This design comes from an exercise in tuning for small area on the open sky130 flow, not from production work. Only simulation tests tie the RTL to the original design; equivalence was not proved. Power figures rest on the tool's default switching activity, not on a simulated workload.

File: design/flow/flow/run.sh
#!/bin/bash
# Standard ORFS layout, except:
#  - the combinational logic of the standard synthesis is re-mapped by ABC for area
#    before floorplanning (registers: names, count and cell types untouched);
#  - port buffers use the smallest buffer cell;
#  - the clock tree uses small clock buffers in small clusters and no dummy loads.
set -euo pipefail
WORK=$(pwd)
RES=$WORK/orfs/results/$FLOW_PLATFORM/mapic_acq/base
YOSYS=${YOSYS_EXE:-$FLOW_HOME/../tools/install/yosys/bin/yosys}
LIB=$FLOW_HOME/platforms/$FLOW_PLATFORM/lib/sky130_fd_sc_hd__tt_025C_1v80.lib

bash standard.sh synth > $WORK/synth_std.log 2>&1
cp $RES/1_2_yosys.v $WORK/1_2_yosys_std.v
LIB=$LIB IN=$WORK/1_2_yosys_std.v OUT=$WORK/1_2_yosys_reabc.v SCRIPT=$WORK/flow/area.abc \
  $YOSYS -c $WORK/flow/reabc.tcl > $WORK/reabc.log 2>&1
cp $WORK/1_2_yosys_reabc.v $RES/1_2_yosys.v
rm -f $RES/1_synth.odb $RES/1_synth.sdc

export BUFFER_PORTS_ARGS="-buffer_cell sky130_fd_sc_hd__buf_1"
export CTS_ARGS="-sink_clustering_enable -repair_clock_nets -dont_use_dummy_load -buf_list sky130_fd_sc_hd__clkbuf_4 -sink_clustering_size 8 -sink_clustering_max_diameter 50"
bash standard.sh > $WORK/layout.log 2>&1
File: design/flow/flow/area.abc
&get -n
&st
&deepsyn -T 600
&dch -f
&nf -a -R 1000
&put
File: design/flow/flow/reabc.tcl
# Re-map the combinational cells of the standard synthesis netlist; keep every register cell.
yosys read_liberty -ignore_miss_func $::env(LIB)
yosys blackbox sky130_fd_sc_hd__dfxtp_1 sky130_fd_sc_hd__edfxtp_1 sky130_fd_sc_hd__conb_1
yosys read_verilog $::env(IN)
yosys hierarchy -top mapic_acq
yosys flatten
yosys opt_clean
set dont {}
foreach c {probe_p_8 probec_p_8 lpflow_*} { lappend dont -dont_use sky130_fd_sc_hd__$c }
yosys abc -liberty $::env(LIB) {*}$dont -script $::env(SCRIPT)
yosys opt_clean -purge
yosys setundef -zero
yosys hilomap -singleton -hicell sky130_fd_sc_hd__conb_1 HI -locell sky130_fd_sc_hd__conb_1 LO
yosys insbuf -buf sky130_fd_sc_hd__buf_4 A X
yosys splitnets
yosys opt_clean -purge
yosys write_verilog -noattr -nohex -nodec $::env(OUT)
# check the written netlist on its own, with the library's cells as black boxes
yosys design -reset
yosys read_liberty -lib -ignore_miss_func $::env(LIB)
yosys read_verilog $::env(OUT)
yosys hierarchy -top mapic_acq
yosys stat -liberty $::env(LIB)
yosys check -assert -mapped
File: design/flow/standard.sh
#!/bin/bash
# synth_recipe.tcl (not shown) runs the flow's synth.tcl, then flattens the netlist and writes it again
# the make line also repeats each setting of config.mk as NAME=value (left out here)
make -C /OpenROAD-flow-scripts/flow DESIGN_CONFIG=/design/flow/config.mk WORK_HOME=/design/flow/orfs CLKGATE_MAP_FILE= SYNTH_SCRIPT=/design/flow/synth_recipe.tcl "${@:-finish}"
File: design/flow/config.mk
export PLATFORM = sky130hd
export DESIGN_NAME = mapic_acq
export DESIGN_NICKNAME = mapic_acq
export VERILOG_FILES = /design/flow/design.v
export SDC_FILE = /design/flow/constraint.sdc
export NUM_CORES = 4
export LEC_CHECK = 0
export CAP_MARGIN = 0
export CORE_MARGIN = 2
export CORE_UTILIZATION = 40
export SLEW_MARGIN = 0
File: design/flow/constraint.sdc
create_clock -name core_clock -period 18.0 [get_ports {clk}]
set_input_delay 3.6000 -clock core_clock [delete_from_list [all_inputs] [get_ports {clk}]]
set_output_delay 3.6000 -clock core_clock [all_outputs]
set_load 0.01 [all_outputs]
File: design/flow/design.v
module mapic_acq (
    input  wire        clk,
    input  wire        rst,
    input  wire        us_tick,
    input  wire        cin_valid,
    input  wire [7:0]  cin_data,
    input  wire        cin_last,
    output wire        cin_ready,
    output wire        cout_valid,
    output wire [7:0]  cout_data,
    output wire        cout_last,
    input  wire        cout_ready,
    output wire        sout_valid,
    output wire [7:0]  sout_data,
    output wire        sout_last,
    input  wire [11:0] adc_data,
    input  wire        trig_in,
    input  wire        rate_in,
    output wire        bus_req,
    output wire [1:0]  bus_op,
    output wire [6:0]  bus_addr,
    output wire [7:0]  bus_wdata,
    input  wire        bus_ack,
    input  wire        bus_present,
    input  wire [7:0]  bus_rdata,
    output wire        pol_out,
    output wire        tp_out,
    output wire        clr_out,
    output wire        idle,
    output wire [2:0]  fault_code,
    output wire [7:0]  bus_err_cnt
);
    localparam [4:0] S_IDLE     = 5'b00000,
                     S_RXPAY    = 5'b00001,
                     S_DRAIN    = 5'b00010,    
                     S_DRAIN_I  = 5'b00011,    
                     S_RD_GAIN  = 5'b00100,
                     S_RD_THR   = 5'b00101,
                     S_SCAN     = 5'b00110,
                     S_WRITE    = 5'b00111,
                     S_DECODE   = 5'b01000,
                     S_PAYDONE  = 5'b01001,
                     S_SETTLE   = 5'b01010,
                     S_TXWAIT   = 5'b01011,
                     S_RATE     = 5'b01100,
                     S_RATE_END = 5'b01101,
                     S_STR_1ST  = 5'b10000,
                     S_STR_NEXT = 5'b10001,
                     S_STR_FILL = 5'b10010,
                     S_STR_SEND = 5'b10011,
                     S_BURST    = 5'b10100,
                     S_BURST_Q  = 5'b10101,
                     S_H_UNK    = 5'b11001,
                     S_H_SHORT  = 5'b11101,
                     S_H_OVF    = 5'b11110;
    localparam [2:0] K_P2 = 3'd0, K_RATE = 3'd1, K_LGET = 3'd2, K_BURST = 3'd3,
                     K_WRG = 3'd4, K_WRT = 3'd5, K_STRM = 3'd6, K_LSET = 3'd7;
    reg  [4:0]  state;
    reg  [2:0]  op;
    reg  [7:0]  buserr;
    reg         pol, tpen;
    reg  [63:0] label;
    reg         lbl_set;           
    reg  [63:0] a;
    reg  [47:0] b;
    reg         tx_busy;
    reg  [4:0]  tx_idx;            
    reg         trig_q, rate_q;
    reg  [1:0]  svc;               
    reg         pend;              
    reg  [1:0]  dq;
    reg  [1:0]  pc2;               
    reg  [11:0] bb [0:15];
    reg  [3:0]  bb_set;            
    wire halted = (state[4:3] == 2'b11);
    wire rx_state = (state[4:2] == 3'b000);
    assign cin_ready = rx_state;
    wire rx_fire  = cin_valid && rx_state;
    wire rx_end   = rx_fire && cin_last;
    wire [3:0] rx_len = tx_idx[3:0];
    wire       rx_mid = tx_idx[4];
    wire [3:0] rx_pos = rx_mid ? tx_idx[3:0] : 4'd0;
    wire [3:0] rx_pos_next = rx_pos[3] ? 4'd8 : rx_pos + 4'd1;
    wire rx_store = rx_fire && !state[1];    
    wire [15:0] opc = a[15:0];
    wire        in_str   = (state[4:2] == 3'b100);
    wire        str_send = (state == S_STR_SEND);
    wire [31:0] s_left   = a[31:0];
    wire        sl_hi0   = (s_left[31:1] == 31'd0);
    wire        s_none   = sl_hi0 && !s_left[0];
    wire        s_pair   = !(sl_hi0 && s_left[0]);
    wire [19:0] t_us     = a[51:32];
    wire [15:0] t_sec    = b[39:24];
    wire [4:0]  t_p      = b[44:40];
    wire        dec2     = str_send && s_pair;
    wire [64:0] a_brw;
    assign a_brw[0] = !dec2;
    assign a_brw[1] = dec2 | (a_brw[0] & !a[0]);
    genvar gi;
    generate for (gi = 1; gi < 64; gi = gi + 1) begin : g_brw
        assign a_brw[gi + 1] = a_brw[gi] & !a[gi];
    end endgenerate
    wire [63:0] a_dec    = a ^ a_brw[63:0];
    wire [11:0] w_cnt    = a[63:52];
    wire [11:0] w_dec    = w_cnt - 12'd1;
    wire [4:0]  t_k      = str_send ? {3'd0, tx_idx[3], tx_idx[3]} : (t_p + {4'd0, us_tick});
    wire [19:0] us_sum   = t_us + {15'd0, t_k};
    wire        us_wrap  = (us_sum[19:6] == 14'h3D09);
    wire [19:0] tk_us    = us_wrap ? {14'd0, us_sum[5:0]} : us_sum;
    wire [15:0] tk_sec   = t_sec + {15'd0, us_wrap};
    wire t_insvc  = (svc != 2'd0);
    wire t_edge   = trig_in && !trig_q;
    wire t_entry  = (state == S_BURST) && !t_insvc && (t_edge || pend);
    wire t_ovf    = t_entry && dq[1];
    wire in_burst = (state[4:1] == 4'b1010);
    wire defer_go = in_burst && (dq != 2'd0) && !t_insvc && !tx_busy;
    wire burst_reached = (a == 64'd0);
    wire r_insvc = (svc != 2'd0);
    wire r_edge  = rate_in && !rate_q;
    wire r_entry = (state == S_RATE) && !r_insvc && (r_edge || pend);
    wire r_wrap  = (a[30:0] == 31'h2AAAAAAA) && (a[33:32] == 2'd1);
    always @(posedge clk) begin
        if (rst) begin
            state   <= S_IDLE;
            buserr  <= 8'd0;
            pol     <= 1'b0;
            tpen    <= 1'b0;
            lbl_set <= 1'b0;
            tx_busy <= 1'b0;
            tx_idx  <= 5'd0;
            trig_q  <= 1'b0;
            pend    <= 1'b0;
            svc     <= 2'd0;
            dq      <= 2'd0;
            pc2     <= 2'd0;
            rate_q  <= 1'b0;
        end else begin
            trig_q <= trig_in;
            rate_q <= rate_in;
            if (rx_fire) begin
                tx_idx <= {!cin_last, rx_pos_next};
            end
            if (tx_busy && cout_ready) begin
                if (cout_last) begin
                    tx_busy <= 1'b0;
                    tx_idx  <= 5'd0;
                end else begin
                    tx_idx  <= tx_idx + 5'd1;
                end
            end
            if (t_entry) begin
                pend <= 1'b0;
                svc  <= 2'd1;
                pc2  <= pc2 + 2'd1;
            end else if (r_entry) begin
                pend <= 1'b0;
                svc  <= 2'd2;
            end else if (svc != 2'd0) begin
                if (state == S_RATE) begin
                    if (r_edge)
                        pend <= 1'b1;
                    if (us_tick)
                        svc <= svc - 2'd1;
                end else begin
                    if (t_edge)
                        pend <= 1'b1;
                    svc <= svc + 2'd1;
                end
            end
            if (defer_go && pc2 == 2'd2)
                tx_busy <= 1'b1;
            case ({t_entry, defer_go})
                2'b10:   dq <= dq + 2'd1;
                2'b01:   dq <= dq - 2'd1;
                default: dq <= dq;
            endcase
            case (state)
            S_IDLE: if (rx_end) state <= S_DECODE;
            S_DECODE: begin
                tx_idx <= 5'd0;
                if (rx_len < 4'd2) begin
                    state <= S_H_SHORT;
                end else begin
                    case (opc)
                    16'h0000: state <= S_RD_GAIN;
                    16'h0200: state <= S_SCAN;
                    16'h0001, 16'h0101, 16'h0002, 16'h0102, 16'h0107:
                              state <= S_RXPAY;
                    16'h0004: begin pol  <= 1'b0; state <= S_IDLE; end
                    16'h0104: begin pol  <= 1'b1; state <= S_IDLE; end
                    16'h0006: begin tpen <= 1'b0; state <= S_IDLE; end
                    16'h0106: begin tpen <= 1'b1; state <= S_IDLE; end
                    16'h0105: state <= S_RATE;
                    16'h0007: begin tx_busy <= 1'b1; state <= S_TXWAIT; end
                    default:  state <= S_H_UNK;
                    endcase
                end
            end
            S_RXPAY: if (rx_end) state <= S_PAYDONE;
            S_PAYDONE: begin
                if (op[2] ? (op[1] ? (op[0] ? !rx_len[3] : (rx_len < 4'd4)) : (rx_len == 4'd0))
                          : !rx_len[3]) begin
                    state <= S_H_SHORT;
                end else begin
                    case (op)
                    K_WRG, K_WRT:     state <= S_WRITE;
                    K_STRM, K_BURST:  state <= S_DRAIN;
                    default: begin     
                        lbl_set <= 1'b1;
                        state   <= S_IDLE;
                    end
                    endcase
                end
            end
            S_DRAIN: if (!rx_fire && !rx_mid) begin
                tx_idx <= 5'd0;
                state <= op[2] ? S_STR_1ST : S_BURST;
                pc2   <= 2'd0;
            end
            S_DRAIN_I: if (!rx_fire && !rx_mid) state <= S_IDLE;
            S_RD_GAIN: if (bus_ack) begin
                if (!bus_present) begin
                    buserr <= buserr + 8'd1;
                    state  <= S_IDLE;
                end else begin
                    state  <= S_RD_THR;
                end
            end
            S_RD_THR: if (bus_ack) begin
                if (!bus_present) begin
                    buserr <= buserr + 8'd1;
                    state  <= S_IDLE;
                end else begin
                    tx_busy <= 1'b1;
                    state   <= S_TXWAIT;
                end
            end
            S_SCAN: if (bus_ack && a[6:0] == 7'h01) begin
                tx_busy <= 1'b1;
                state   <= S_TXWAIT;
            end
            S_WRITE: if (bus_ack) begin
                if (!bus_present) begin
                    buserr <= buserr + 8'd1;
                    state  <= S_IDLE;
                end else begin
                    state  <= S_SETTLE;
                end
            end
            S_SETTLE: if (us_tick && w_cnt == 12'd1) state <= S_IDLE;
            S_TXWAIT: if (!tx_busy) state <= S_IDLE;
            S_STR_1ST, S_STR_NEXT: begin
                tx_idx <= 5'd0;
                if (s_none)
                    state <= S_IDLE;
                else
                    state <= s_pair ? S_STR_FILL : S_STR_SEND;
            end
            S_STR_FILL: if (us_tick && t_p == 5'd2) state <= S_STR_SEND;
            S_STR_SEND: begin
                tx_idx <= tx_idx + 5'd1;
                if (tx_idx[3:0] == 4'd15)
                    state <= S_STR_NEXT;
            end
            S_BURST: if (burst_reached && !t_insvc && !t_entry && !defer_go && !tx_busy)
                state <= S_BURST_Q;
            S_BURST_Q: if (dq == 2'd0 && !tx_busy)
                state <= S_DRAIN_I;
            S_RATE: if (w_cnt == 12'd0 && !r_insvc && !r_entry)
                state <= S_RATE_END;
            S_RATE_END: begin
                tx_busy <= 1'b1;
                state   <= S_TXWAIT;
            end
            default: ;    
            endcase
            if (t_ovf) begin
                state   <= S_H_OVF;
                tx_busy <= 1'b0;
            end
        end
    end
    always @(posedge clk) begin
        if (state == S_DECODE) begin
            case (opc)
            16'h0001: op <= K_WRG;
            16'h0101: op <= K_WRT;
            16'h0002: op <= K_STRM;
            16'h0102: op <= K_BURST;
            16'h0107: op <= K_LSET;
            16'h0105: op <= K_RATE;
            16'h0007: op <= K_LGET;
            default:  op <= K_P2;
            endcase
        end
    end
    always @(posedge clk) begin
        if (rx_store) begin
            case (rx_pos)
            4'd0: a[7:0]   <= cin_data;
            4'd1: a[15:8]  <= cin_data;
            4'd2: a[23:16] <= cin_data;
            4'd3: a[31:24] <= cin_data;
            4'd4: a[39:32] <= cin_data;
            4'd5: a[47:40] <= cin_data;
            4'd6: a[55:48] <= cin_data;
            4'd7: a[63:56] <= cin_data;
            default: ;
            endcase
        end
        case (state)
        S_DECODE: begin                           
            a[31:0]  <= 32'hFFFFFFFF;
            a[35:32] <= 4'b0001;
            a[63:52] <= 12'd3000;
        end
        S_RD_GAIN: if (bus_ack) a[23:16] <= ~bus_rdata;
        S_RD_THR:  if (bus_ack) a[31:24] <= ~bus_rdata;
        S_SCAN: if (bus_ack) begin
            if (bus_present) begin
                if (a[35:34] == 2'd0) a[23:16] <= ~{1'b0, a[6:0]};
                if (a[35:34] == 2'd1) a[31:24] <= ~{1'b0, a[6:0]};
                if (a[35:34] != 2'd2) a[35:34] <= a[35:34] + 2'd1;
            end
            a[6:0] <= a_dec[6:0];
        end
        S_WRITE:  a[63:52] <= 12'd2000;
        S_SETTLE: if (us_tick) a[63:52] <= w_dec;
        S_RATE: begin
            if (w_cnt != 12'd0 && us_tick)
                a[63:52] <= w_dec;
            if (r_entry) begin
                if (r_wrap) begin
                    a[30:0]  <= 31'h7FFFFFFF;
                    a[33:32] <= 2'd1;
                end else if (a[33:32] == 2'd2) begin
                    a[30:0]  <= a_dec[30:0];
                    a[33:32] <= 2'd0;
                end else begin
                    a[33:32] <= a[33:32] + 2'd1;
                end
            end
        end
        S_STR_1ST:  a[51:32] <= 20'd0;
        S_STR_NEXT: a[51:32] <= tk_us;
        S_STR_SEND: if (tx_idx[3:0] == 4'd15) a[31:0] <= a_dec[31:0];
        S_BURST:    if (t_entry && !burst_reached) a <= a_dec;
        default: ;
        endcase
    end
    always @(posedge clk) begin
        if (t_entry)
            b[11:0] <= adc_data;
        else if (t_insvc) begin
            case (svc)
                2'd1:    b[23:12] <= adc_data;
                2'd2:    b[35:24] <= adc_data;
                default: b[47:36] <= adc_data;
            endcase
        end
        case (state)
        S_STR_1ST: begin
            b[11:0]  <= adc_data;
            b[39:24] <= 16'd0;
            b[44:40] <= 5'd0;
        end
        S_STR_NEXT: begin
            b[11:0]  <= adc_data;
            b[39:24] <= tk_sec;
            b[44:40] <= 5'd0;
        end
        S_STR_FILL: if (us_tick) begin
            if (t_p == 5'd2) b[23:12] <= adc_data;
            b[44:40] <= t_p + 5'd1;
        end
        S_STR_SEND: if (us_tick) b[44:40] <= t_p + 5'd1;
        default: ;
        endcase
    end
    always @(posedge clk) begin
        if (state == S_PAYDONE && op == K_LSET)
            label <= a;
    end
    always @(posedge clk) begin
        if (rst)
            bb_set <= 4'd0;
        else if (defer_go)
            bb_set[pc2] <= 1'b1;
    end
    always @(posedge clk) begin
        if (defer_go) begin
            bb[{pc2, 2'd0}] <= b[11:0];
            bb[{pc2, 2'd1}] <= b[23:12];
            bb[{pc2, 2'd2}] <= b[35:24];
            bb[{pc2, 2'd3}] <= b[47:36];
        end
    end
    wire [1:0]  tx_kind = op[1:0];
    wire [1:0]  rsel    = {tx_idx[1] | (tx_kind == 2'd0), tx_idx[0]};
    wire [7:0]  lbyte   = label[tx_idx[2:0]*8 +: 8];
    wire [11:0] bword   = bb[tx_idx[4:1]];
    reg  [7:0]  tx_byte;
    always @(*) begin
        case (tx_kind)
            2'd0, 2'd1: tx_byte = ~a[rsel*8 +: 8];
            2'd2:       tx_byte = lbl_set ? lbyte : 8'd0;
            default:    tx_byte = !bb_set[tx_idx[4:3]] ? 8'd0 :
                                  tx_idx[0] ? {4'd0, bword[11:8]} : bword[7:0];
        endcase
    end
    reg cl;
    always @(*) begin
        case (tx_kind)
            2'd0:    cl = (tx_idx == 5'd1);
            2'd1:    cl = (tx_idx == 5'd3);
            2'd2:    cl = (tx_idx == 5'd7);
            default: cl = (tx_idx == 5'd31);
        endcase
    end
    assign cout_valid = tx_busy;
    assign cout_data  = tx_byte;
    assign cout_last  = cl;
    wire [11:0] s_adc = tx_idx[3] ? b[23:12] : b[11:0];
    reg  [7:0]  s_byte;
    always @(*) begin
        case (tx_idx[2:0])
            3'd0:    s_byte = tk_sec[7:0];
            3'd1:    s_byte = tk_sec[15:8];
            3'd2:    s_byte = 8'd0;
            3'd3:    s_byte = 8'd0;
            3'd4:    s_byte = s_adc[7:0];
            3'd5:    s_byte = {tk_us[3:0], s_adc[11:8]};
            3'd6:    s_byte = tk_us[11:4];
            default: s_byte = tk_us[19:12];
        endcase
    end
    assign sout_valid = str_send;
    assign sout_data  = (tx_idx[3] && !s_pair) ? 8'd0 : s_byte;
    assign sout_last  = (tx_idx[3:0] == 4'd15);
    assign bus_req    = (state[4:2] == 3'b001);
    assign bus_op     = {state[1] & state[0], !state[1]};
    assign bus_addr   = (state[1:0] == 2'b10) ? a[6:0] :
                        (state[1:0] == 2'b00 || (state[1:0] == 2'b11 && op == K_WRG)) ? 7'h2D : 7'h2C;
    assign bus_wdata  = a[7:0];
    assign pol_out    = pol;
    assign tp_out     = tpen;
    assign clr_out    = (state == S_RATE) && r_insvc;
    assign idle       = (state == S_IDLE);
    assign fault_code = halted ? state[2:0] : 3'd0;
    assign bus_err_cnt = buserr;
endmodule
==> impl_results.md, run 1 <==
* Status: complete, no violations
* All-Layer GR Usage at 0.256
* Routability cong. at 0.937
* Port Buffers at 91
* CTS sink cnt at 406
* Largest net degree at the start of global routing at 65
* Worst hold path type: reg2reg
* Count of pins over their slew limit at 0
* Pwr Density at 119 mW/mm^2
* Max stage delay on crit path at 0.40 ns
* Lkg Pwr at 6.39 nW
* First-pass GRT wire length at 90,000 um
* Rel. slew slack at 0.261
* DR pass1 iterations at 8
* Post_cts resized at 0
* Fmax at 77.4 MHz
* Post-Route WL at 61,000 um
* Syn. warnings at 1
* Tcrit/Tclk final at 0.718
* Worst-Skew Late Latency at 0.82 ns
* Crit path DAT at 9.32 ns
* Synth Net Count at 1,654
* Commonest cells after routing, fill and taps aside: edfxtp_1, nand2_1, nor2_1
* Startpoint types: input pin
* Slowest CP cell: maj3_1
* Dpl hpwl at 42,500 um
* Post-Syn Area at 0.0180 sq mm
* Mapped Cells at 1,616
* Commonest non-fill, non-tap cell in the layout: edfxtp_1
* Antenna violations before repair at 4
* Die Y at 216 um
* Tmin final at 12.92 ns
* CTS tree: yes
* Setup violators final at 0
* Global route overflow at 0
* Share of layout cells above drive strength 1 at 0.0624
* CP Max Fanout at 9
* Die X-Extent at 216 um
* DRC at 0
* CTS Root Cell: clkbuf_4
* Clock Path Buffers at 3
* Syn_area_per_cell at 11.2 sq um
* Max VDD drop at 0.0529 mV
* Crit path cell chain: buf_1 -> maj3_1 -> xnor2_1 -> o22ai_1 -> nand2_1 -> o21ai_0 -> maj3_1 -> maj3_1 -> maj3_1 -> nand2_1 -> xor2_1 -> nor2b_1 -> and3_1 -> nand3_1 -> nor2_1 -> and2_0 -> and3_1 -> nand3_1 -> nor2_1 -> nand3_1 -> xor2_1 -> or3_1 -> a31oi_1 -> buf_1
* Hold slack at 0.485 ns
* Worst-margin pin slew at 1.10 ns
* CP dominant cell by count: maj3_1
* Via count at 14,800
* Final TNS setup at 0 ns
* Drt wl/cell at 25.5 um
* Total area of sequential cells at 0.0110 sq mm
* Placed cell area at 0.0194 sq mm
* WP data required at 14.40 ns
* Hold Violations, Final at 0
* NumNets Final at 1,834
* Die ar. at 0.0468 sq mm
* Vias per cell at 6.19
* RSZ-0062 raised after global routing: false
* Area grow syn2layout at 9.86%
* Number of nets with antenna violations after routing at 0
* Clock-pin slew on the worst setup and hold paths at 0.09 ns
* Max-Cap Viols at 0
* Vias in the first global route at 14,200
* Footprint of the multi-input gates at 0.00682 sq mm
* Fin Clk Skew at 0.0591 ns
* Cts hold-fix bufs at 0
* Fin area at 0.0198 sq mm
* Core area at 0.0443 sq mm
* Crit end category: output pin
* R2r setup slk at 11.47 ns
* I/O pins at 92
* Setup repair bufs after CTS at 0
* Setup CP Type: in2out
* Filler Cells Inserted at 4,319
* # rows at 77
* H-Tree Depth at 2
* DRT iter0 DRCs at 1,922
* Initial Util at 0.407
* Num CTS Buffers at 59
layer usage:
layer | share of wire | GRT usage | routed length, um | up-vias
met5 | 0.00021 | 0 | 13 | -
met4 | 0.035 | 0.0922 | 2120 | 2
met3 | 0.11 | 0.0637 | 6860 | 129
met2 | 0.44 | 0.383 | 26800 | 838
met1 | 0.41 | 0.362 | 25200 | 7173
li1 | - | - | - | 6646
final cells by class:
| cell class | count | share of cell area |
|---|---|---|
| Timing Repair Buffer | 135 | 0.0339 |
| Multi-Input combinational cell | 1169 | 0.344 |
| Tap cell | 592 | 0.0374 |
| Sequential cell | 406 | 0.557 |
| Antenna cell | 2 | 0.000253 |
| Clock buffer | 59 | 0.0224 |
| Inverter | 25 | 0.00474 |
stage by stage:
stage	power, mW	cells	util	setup slack (ns)
2_1_floorplan	1.62	1616	-	6.29
4_1_cts	2.35	2386	0.447	5.17
3_3_place_gp	1.90	2327	0.437	5.39
3_5_place_dp	1.91	2327	0.437	5.19
6_report	2.36	2388	0.447	5.08
5_1_grt	2.46	2388	0.447	4.76
final timing paths:
check | start | end | cells after the start
max | us_tick | sout_data[5] | 24
min | bb_set[3] | bb_set[3] | 2
max reg2reg | a[6] | a[20] | 23
min reg2reg | bb_set[3] | bb_set[3] | 2
where the power goes:
part	switching, mW	internal (mW)
Combinational	0.395	0.204
Sequential	0.171	1.13
Clock	0.307	0.149
flip-flops by register name (all words and copies together) (netlist names), 2 cells and up:
signal	cells
tx_idx	4
svc	2
state	5
dq	2
a	64
bb	192
pc2	2
buserr	8
op	3
b	48
bb_set	4
label	64
critical path, delay by kind of cell:
kind                     cells  cell delay [ns]
AO/OA/AOI/OAI                3             0.55
XOR/XNOR                     3             0.52
adder cells (fa/ha/maj)      4             1.56
buffers and inverters        2             0.40
AND/OR/NAND/NOR             12             2.69
==> inputs of run 2 (changes only) <==
==> design/flow/flow/run.sh (replaced) <==
#!/bin/bash
# Standard ORFS layout, except:
#  - the combinational logic of the standard synthesis is re-mapped by ABC for area
#    (deep AIG synthesis from a few random seeds, the smallest result kept) before
#    floorplanning; registers (names, count, cell types) are untouched;
#  - port buffers use the smallest buffer cell;
#  - the clock tree uses small clock buffers in small clusters and no dummy loads.
set -euo pipefail
WORK=$(pwd)
RES=$WORK/orfs/results/$FLOW_PLATFORM/mapic_acq/base
YOSYS=${YOSYS_EXE:-$FLOW_HOME/../tools/install/yosys/bin/yosys}
LIB=$FLOW_HOME/platforms/$FLOW_PLATFORM/lib/sky130_fd_sc_hd__tt_025C_1v80.lib

bash standard.sh synth > $WORK/synth_std.log 2>&1
cp $RES/1_2_yosys.v $WORK/1_2_yosys_std.v

pids=()
for s in 1 2 3 4; do
  sed "s/SEED/$s/" $WORK/flow/area.abc > $WORK/area_$s.abc
  LIB=$LIB IN=$WORK/1_2_yosys_std.v OUT=$WORK/1_2_yosys_reabc_$s.v SCRIPT=$WORK/area_$s.abc \
    $YOSYS -c $WORK/flow/reabc.tcl > $WORK/reabc_$s.log 2>&1 &
  pids+=($!)
done
best=""; best_area=""
for i in 0 1 2 3; do
  s=$((i + 1))
  if wait ${pids[$i]}; then
    area=$(grep "Chip area" $WORK/reabc_$s.log | tail -1 | awk '{print $NF}')
    echo "seed $s: area $area" >> $WORK/reabc_pick.log
    if [[ -n "$area" ]] && { [[ -z "$best" ]] || awk "BEGIN{exit !($area < $best_area)}"; }; then
      best=$s; best_area=$area
    fi
  else
    echo "seed $s: failed" >> $WORK/reabc_pick.log
  fi
done
[[ -n "$best" ]]
echo "picked seed $best ($best_area)" >> $WORK/reabc_pick.log
cp $WORK/1_2_yosys_reabc_$best.v $WORK/1_2_yosys_reabc.v
cp $WORK/1_2_yosys_reabc.v $RES/1_2_yosys.v
rm -f $RES/1_synth.odb $RES/1_synth.sdc

export BUFFER_PORTS_ARGS="-buffer_cell sky130_fd_sc_hd__buf_1"
export CTS_ARGS="-sink_clustering_enable -repair_clock_nets -dont_use_dummy_load -buf_list sky130_fd_sc_hd__clkbuf_4 -sink_clustering_size 7 -sink_clustering_max_diameter 45"
bash standard.sh > $WORK/layout.log 2>&1
==> design/flow/flow/area.abc (replaced) <==
&get -n
&st
&deepsyn -T 600 -S SEED
&dch -f
&nf -a -R 1000 -C 32 -F 8 -A 6
&put
==> impl_results.md, run 2 <==
* Status: complete, no violations (unchanged)
* DR pass1 iterations at 7 (was 8)
* Setup CP Type: in2out (unchanged)
* Largest registers: bb: 192 flops, a: 64 flops, label: 64 flops (unchanged)
* CTS Root Cell: clkbuf_4 (unchanged)
* Setup ws final at 4.94 ns (was 5.08 ns)
* Crit end category: output pin (unchanged)
* All-Layer GR Usage at 0.266 (was 0.256)
* NumNets Final at 1,803 (was 1,834)
* Vias in the first global route at 14,100 (was 14,200)
* Max reg flops at 192 (unchanged)
* CTS sink cnt at 406 (unchanged)
* Num CTS Buffers at 73 (was 59)
* Setup WS pre-CTS at 5.11 ns (was 5.19 ns)
* Largest Register: bb (unchanged)
* Count of pins over their slew limit at 0 (unchanged)
* Setup violators final at 0 (unchanged)
* Max-Cap Viols at 0 (unchanged)
* Vias per cell at 6.27 (was 6.19)
* Die Y at 215 um (was 216 um)
* Post-Route WL at 62,300 um (was 61,000 um)
* Post-layout util at 0.445 (was 0.447)
* Cts hold-fix bufs at 0 (unchanged)
* CTS tree: yes (unchanged)
* Commonest cells after routing, fill and taps aside: edfxtp_1, nor2_1, nand2_1 (was edfxtp_1, nand2_1, nor2_1)
* Synth Net Count at 1,618 (was 1,654)
* CP Max Fanout at 9 (unchanged)
* Fin Clk Skew at 0.119 ns (was 0.0591 ns)
* Number of nets with antenna violations after routing at 0 (unchanged)
* Placed cell area at 0.0191 sq mm (was 0.0194 sq mm)
* Syn_area_per_cell at 11.3 sq um (was 11.2 sq um)
* I/O pins at 92 (unchanged)
* Cells after DPL at 2,282 (was 2,327)
* H-Tree Depth at 3 (was 2)
* Die ar. at 0.0462 sq mm (was 0.0468 sq mm)
* Post_cts resized at 0 (unchanged)
* Dpl hpwl at 42,800 um (was 42,500 um)
* Mapped Cells at 1,580 (was 1,616)
* Pwr Density at 123 mW/mm^2 (was 119 mW/mm^2)
* Core area at 0.0441 sq mm (was 0.0443 sq mm)
* Die X-Extent at 215 um (was 216 um)
* Lkg Pwr at 6.35 nW (was 6.39 nW)
* Via count at 14,800 (about the same)
* Filler Cells Inserted at 4,223 (was 4,319)
* Clock-pin slew on the worst setup and hold paths at 0.08 ns (was 0.09 ns)
* Crit path DAT at 9.46 ns (was 9.32 ns)
* Port Buffers at 91 (unchanged)
* Worst-Skew Late Latency at 0.79 ns (was 0.82 ns)
* Max stage delay on crit path at 0.41 ns (was 0.40 ns)
* First-pass GRT wire length at 92,400 um (was 90,000 um)
* Tmin final at 13.06 ns (was 12.92 ns)
* Layout Cells excl Fill at 2,356 (was 2,388)
* Global route overflow at 0 (unchanged)
* Fmax at 76.6 MHz (was 77.4 MHz)
* DRC at 0 (unchanged)
* Setup repair bufs after CTS at 0 (unchanged)
* # rows at 77 (unchanged)
* Hold Violations, Final at 0 (unchanged)
* Tcrit/Tclk final at 0.726 (was 0.718)
* Worst hold path type: reg2reg (unchanged)
* Clock Path Buffers at 3 (unchanged)
* Routability cong. at 0.965 (was 0.937)
* Fin area at 0.0196 sq mm (was 0.0198 sq mm)
* WP data required at 14.40 ns (about the same)
* Antenna violations before repair at 1 (was 4)
* CP dominant cell by count: nor2_1 (was maj3_1)
* Rel. slew slack at 0.232 (was 0.261)
* Commonest non-fill, non-tap cell in the layout: edfxtp_1 (unchanged)
* Worst-margin pin slew at 1.14 ns (was 1.10 ns)
* Area grow syn2layout at 10.2% (was 9.86%)
* Startpoint types: input pin (unchanged)
* Largest net degree at the start of global routing at 65 (unchanged)
* Final TNS setup at 0 ns (unchanged)
* Share of layout cells above drive strength 1 at 0.0664 (was 0.0624)
* Post-Syn Area at 0.0178 sq mm (was 0.0180 sq mm)
* Max VDD drop at 0.0614 mV (was 0.0529 mV)
* Slowest CP cell: maj3_1 (unchanged)
* Syn. warnings at 1 (unchanged)
* DRT iter0 DRCs at 2,075 (was 1,922)
* RSZ-0062 raised after global routing: false (unchanged)
* Initial Util at 0.404 (was 0.407)
* Drt wl/cell at 26.4 um (was 25.5 um)
## run 2: power by group
group,switching (mW),internal [mW],total [mW]
sequential,0.187,1.14,1.33
combinational,0.394,0.201,0.595
clock,0.315,0.186,0.501
## run 2: layout make-up
cell class,instances,area [sq um],area share
Sequential cell,406,11000,0.562
Multi-Input combinational cell,1125,6570,0.335
Tap cell,592,741,0.0377
Timing Repair Buffer,126,604,0.0308
Clock buffer,73,548,0.0279
Inverter,33,124,0.00631
Antenna cell,1,2.50,0.000128
## run 2: stage by stage
step | hold WS [ns] | power [mW]
after floorplan | 0.425 | 1.63
after global placement | 0.458 | 1.92
after detailed placement | 0.465 | 1.93
after CTS | 0.459 | 2.42
after global routing | 0.462 | 2.53
final | 0.472 | 2.42
## run 2: per-layer routing
layer  global-route usage  vias up  part of all wire
met4                0.105        0             0.035
met1                0.371     7230              0.42
met3               0.0497      141             0.089
met2                0.412      823              0.46
met5                    0        -                 0
li1                     -     6580                 -
## run 2: final timing paths
check / from / to / slack, ns / depth (start not counted)
min reg2reg: a[43] / label[43] / 0.47 / 0
max reg2reg: state[4] / a[62] / 9.16 / 35
min: a[43] / label[43] / 0.47 / 0
max: us_tick / sout_data[6] / 4.94 / 28
## run 2: worst max-delay path: cells and delay by family
family | cells | cell delay [ns]
XOR/XNOR | 1 | 0.13
AND/OR/NAND/NOR | 16 | 3.02
AO/OA/AOI/OAI | 6 | 1.45
adder cells (fa/ha/maj) | 2 | 0.67
buffers and inverters | 3 | 0.59
==> inputs of run 3 (changes only) <==
==> design/flow/flow/area.abc (replaced) <==
&get -n
&st
&deepsyn -T 1200 -S SEED
&dch -f
&nf -a -R 1000 -C 32 -F 8 -A 6
&put
==> impl_results.md, run 3 <==
* Worst reg2reg startpoint: state[4] (unchanged)
* Largest net degree at the start of global routing at 65 (unchanged)
* Startpoint types: input pin (unchanged)
* Largest registers: bb: 192 flops, a: 64 flops, label: 64 flops (unchanged)
* Post-Syn Area at 0.0179 sq mm (was 0.0178 sq mm)
* Commonest cells after routing, fill and taps aside: edfxtp_1, nand2_1, nor2_1 (was edfxtp_1, nor2_1, nand2_1)
* Max VDD drop at 0.0440 mV (was 0.0614 mV)
* Port Buffers at 91 (unchanged)
* Hold Violations, Final at 0 (unchanged)
* Area grow syn2layout at 10.8% (was 10.2%)
* CP Max Fanout at 11 (was 9)
* CTS tree: yes (unchanged)
* DRT iter0 DRCs at 1,717 (was 2,075)
* Post_cts resized at 0 (unchanged)
* Clock-pin slew on the worst setup and hold paths at 0.07 ns (was 0.08 ns)
* Number of nets with antenna violations after routing at 0 (unchanged)
* Post-Route WL at 63,000 um (was 62,300 um)
* Via count at 14,900 (was 14,800)
* Status: complete, no violations (unchanged)
* Rel. slew slack at 0.140 (was 0.232)
* Lkg Pwr at 6.35 nW (about the same)
* Mapped Cells at 1,566 (was 1,580)
* Crit path cell chain: buf_1 -> maj3_1 -> maj3_1 -> a21oi_1 -> o21ai_0 -> nand2_1 -> clkinv_1 -> maj3_1 -> maj3_1 -> nand3_1 -> nand2_1 -> nor4_1 -> and3_1 -> nand3_1 -> nor2_1 -> nand3_1 -> nor2_1 -> nand3_1 -> nor2_1 -> nand4_1 -> nor2_1 -> xnor2_1 -> o221ai_1 -> buf_1
* Commonest non-fill, non-tap cell in the layout: edfxtp_1 (unchanged)
* Worst hold path type: reg2reg (unchanged)
* Max-Cap Viols at 0 (unchanged)
* Worst-margin pin slew at 1.28 ns (was 1.14 ns)
* Global route overflow at 0 (unchanged)
* Tmin final at 13.25 ns (was 13.06 ns)
* Largest Register: bb (unchanged)
* Max stage delay on crit path at 0.69 ns (was 0.41 ns)
* Die ar. at 0.0464 sq mm (was 0.0462 sq mm)
* All-Layer GR Usage at 0.267 (was 0.266)
* Cts hold-fix bufs at 0 (unchanged)
* Initial Util at 0.405 (was 0.404)
* CTS Root Cell: clkbuf_4 (unchanged)
* H-Tree Depth at 3 (unchanged)
* Worst Hold Launch: bb_set[1] (was a[43])
* Share of layout cells above drive strength 1 at 0.0748 (was 0.0664)
* DR pass1 iterations at 9 (was 7)
* Sequential power share at 0.523 (was 0.547)
* Crit end category: output pin (unchanged)
* R2r endpoint: a[63] (was a[62])
* Footprint of the multi-input gates at 0.00662 sq mm (was 0.00657 sq mm)
* Count of pins over their slew limit at 0 (unchanged)
* RSZ-0062 raised after global routing: false (unchanged)
* Num CTS Buffers at 69 (was 73)
* Fin Clk Skew at 0.0950 ns (was 0.119 ns)
* Reg2Reg Depth at 26 (was 35)
* Core area at 0.0441 sq mm (unchanged)
* Slowest CP cell: nor4_1 (was maj3_1)
* Switching portion of total power at 0.372 (was 0.370)
* Setup repair bufs after CTS at 0 (unchanged)
* # rows at 77 (unchanged)
* Post-layout util at 0.449 (was 0.445)
* Pwr Density at 122 mW/mm^2 (was 123 mW/mm^2)
* Syn_area_per_cell at 11.4 sq um (was 11.3 sq um)
* WP data required at 14.40 ns (about the same)
* Psw at 0.896 mW (was 0.895 mW)
* Vias in the first global route at 14,200 (was 14,100)
* Tcrit/Tclk final at 0.736 (was 0.726)
* Synth Net Count at 1,604 (was 1,618)
* NumNets Final at 1,805 (was 1,803)
* Fmax at 75.5 MHz (was 76.6 MHz)
* Syn. warnings at 1 (unchanged)
* Setup CP Type: in2out (unchanged)
* Drt wl/cell at 26.7 um (was 26.4 um)
* Crit path DAT at 9.65 ns (was 9.46 ns)
* First-pass GRT wire length at 92,200 um (was 92,400 um)
* CTS sink cnt at 406 (unchanged)
* Clock power frac at 0.203 (was 0.207)
* Worst-Skew Late Latency at 0.81 ns (was 0.79 ns)
* Max reg flops at 192 (unchanged)
* Filler Cells Inserted at 4,239 (was 4,223)
* Die X-Extent at 215 um (about the same)
* Antenna violations before repair at 1 (unchanged)
* I/O pins at 92 (unchanged)
* Die Y at 215 um (about the same)
* Clock Path Buffers at 3 (unchanged)
* Routability cong. at 0.953 (was 0.965)
* Vias per cell at 6.31 (was 6.27)
* Dpl hpwl at 42,600 um (was 42,800 um)
* Cell depth of the worst min-delay path at 1 (was 0)
* Total area of sequential cells at 0.0110 sq mm (about the same)
* DRC at 0 (unchanged)
* WHS Endpoint: bb_set[1] (was label[43])
* Internal at 1.51 mW (was 1.53 mW)
* R2r setup slk at 8.92 ns (was 9.16 ns)
* Combinational group share of total power at 0.274 (was 0.246)
* Final TNS setup at 0 ns (unchanged)
* Setup violators final at 0 (unchanged)
run 3: cell count changes in the layout (fill, tap and decap cells not counted), sizes merged, moves of 6 or more:
cell / delta
a22oi: -15
a21oi: -10
o21ai: -8
nand3: +20
nand2: -8
nor2b: +12
nor3: -7
and3: +7
buf: +20
nor2: -36
o22ai: +6
run 3: layout make-up:
cell class / count / area share
Antenna cell: 2 / 0.000253
Clock buffer: 69 / 0.0262
Inverter: 37 / 0.00701
Multi-Input combinational cell: 1107 / 0.334
Sequential cell: 406 / 0.557
Tap cell: 592 / 0.0374
Timing Repair Buffer: 146 / 0.0381
run 3: critical path, delay by kind of cell:
family                     cells  cell delay (ns)
AOI/OAI and AO/OA              3             0.53
adders and majority gates      4             1.65
and+or+nand+nor               13             3.21
buffers and inverters          3             0.54
xor gates and xnor gates       1             0.11
run 3: routing by layer:
| metal | global-route usage | up-vias | part of all wire |
|---|---|---|---|
| met5 | 0 | - | 0 |
| met4 | 0.122 | 0 | 0.043 |
| met3 | 0.0651 | 159 | 0.11 |
| met2 | 0.412 | 868 | 0.44 |
| met1 | 0.358 | 7239 | 0.41 |
| li1 | - | 6610 | - |
run 3: worst max path at each step:
| stage | startpoint | cells after the start | end |
|---|---|---|---|
| 2_1_floorplan | us_tick | 23 | sout_data[6] |
| 3_3_place_gp | us_tick | 25 | sout_data[6] |
| 3_5_place_dp | us_tick | 24 | sout_data[7] |
| 4_1_cts | us_tick | 25 | sout_data[6] |
| 5_1_grt | us_tick | 25 | sout_data[6] |
| 6_report | us_tick | 24 | sout_data[7] |
run 3: through the flow:
stage	instances	power (mW)	area [sq um]	worst slack, ns	hold slack (ns)
detailed placement	2288	1.92	19300	4.92	0.464
finish	2359	2.41	19800	4.75	0.474
global placement	2288	1.92	19300	5.09	0.451
CTS	2357	2.41	19800	4.90	0.475
floorplan	1566	1.60	17900	6.19	0.432
global route	2358	2.51	19800	4.39	0.498
run 3: power groups by stage:
stage / Clock, mW / Sequential, mW / Combinational, mW
final: 0.489 / 1.26 / 0.660
after global routing: 0.534 / 1.27 / 0.705
after CTS: 0.501 / 1.26 / 0.649
after detailed placement: 0 / 1.28 / 0.645
after global placement: 0 / 1.28 / 0.645
after floorplan: 0 / 1.24 / 0.367

-- what the ideal ports hide --
No port has a modelled driver above. Below, the same layouts with a new extraction and two added sets of constraints. Step 1, drivers: a clkbuf_16 drives clk and a buf_2 each remaining input, both assumed. Step 2 adds t to the input delays and takes it off the output delays; t is the mean of the earliest and latest rising clock arrival at the registers after step 1. Input paths then give back, and output paths get back, about the clock's delay inside the block. Slacks: ideal ports / drivers / drivers and shift; pairs: ideal ports / drivers.
run | shift t [ns] | setup slack, ns | clock arrival spread, ns | slew at the worst register clock pin (ns) | worst data-port slew with drivers (ns)
run 1 | 0.849 | 5.079 / 5.034 / 5.034 | 0.060 / 0.059 | 0.11 / 0.11 | 0.06
run 2 | 0.782 | 4.939 / 4.906 / 4.906 | 0.122 / 0.122 | 0.09 / 0.09 | 0.05
run 3 | 0.809 | 4.750 / 4.730 / 4.730 | 0.095 / 0.095 | 0.09 / 0.09 | 0.04
After both steps setup and hold are still met in every run listed. For run 1, which loses most, drivers alone change the setup slack by -0.045 ns; drivers and shift together by -0.045 ns.
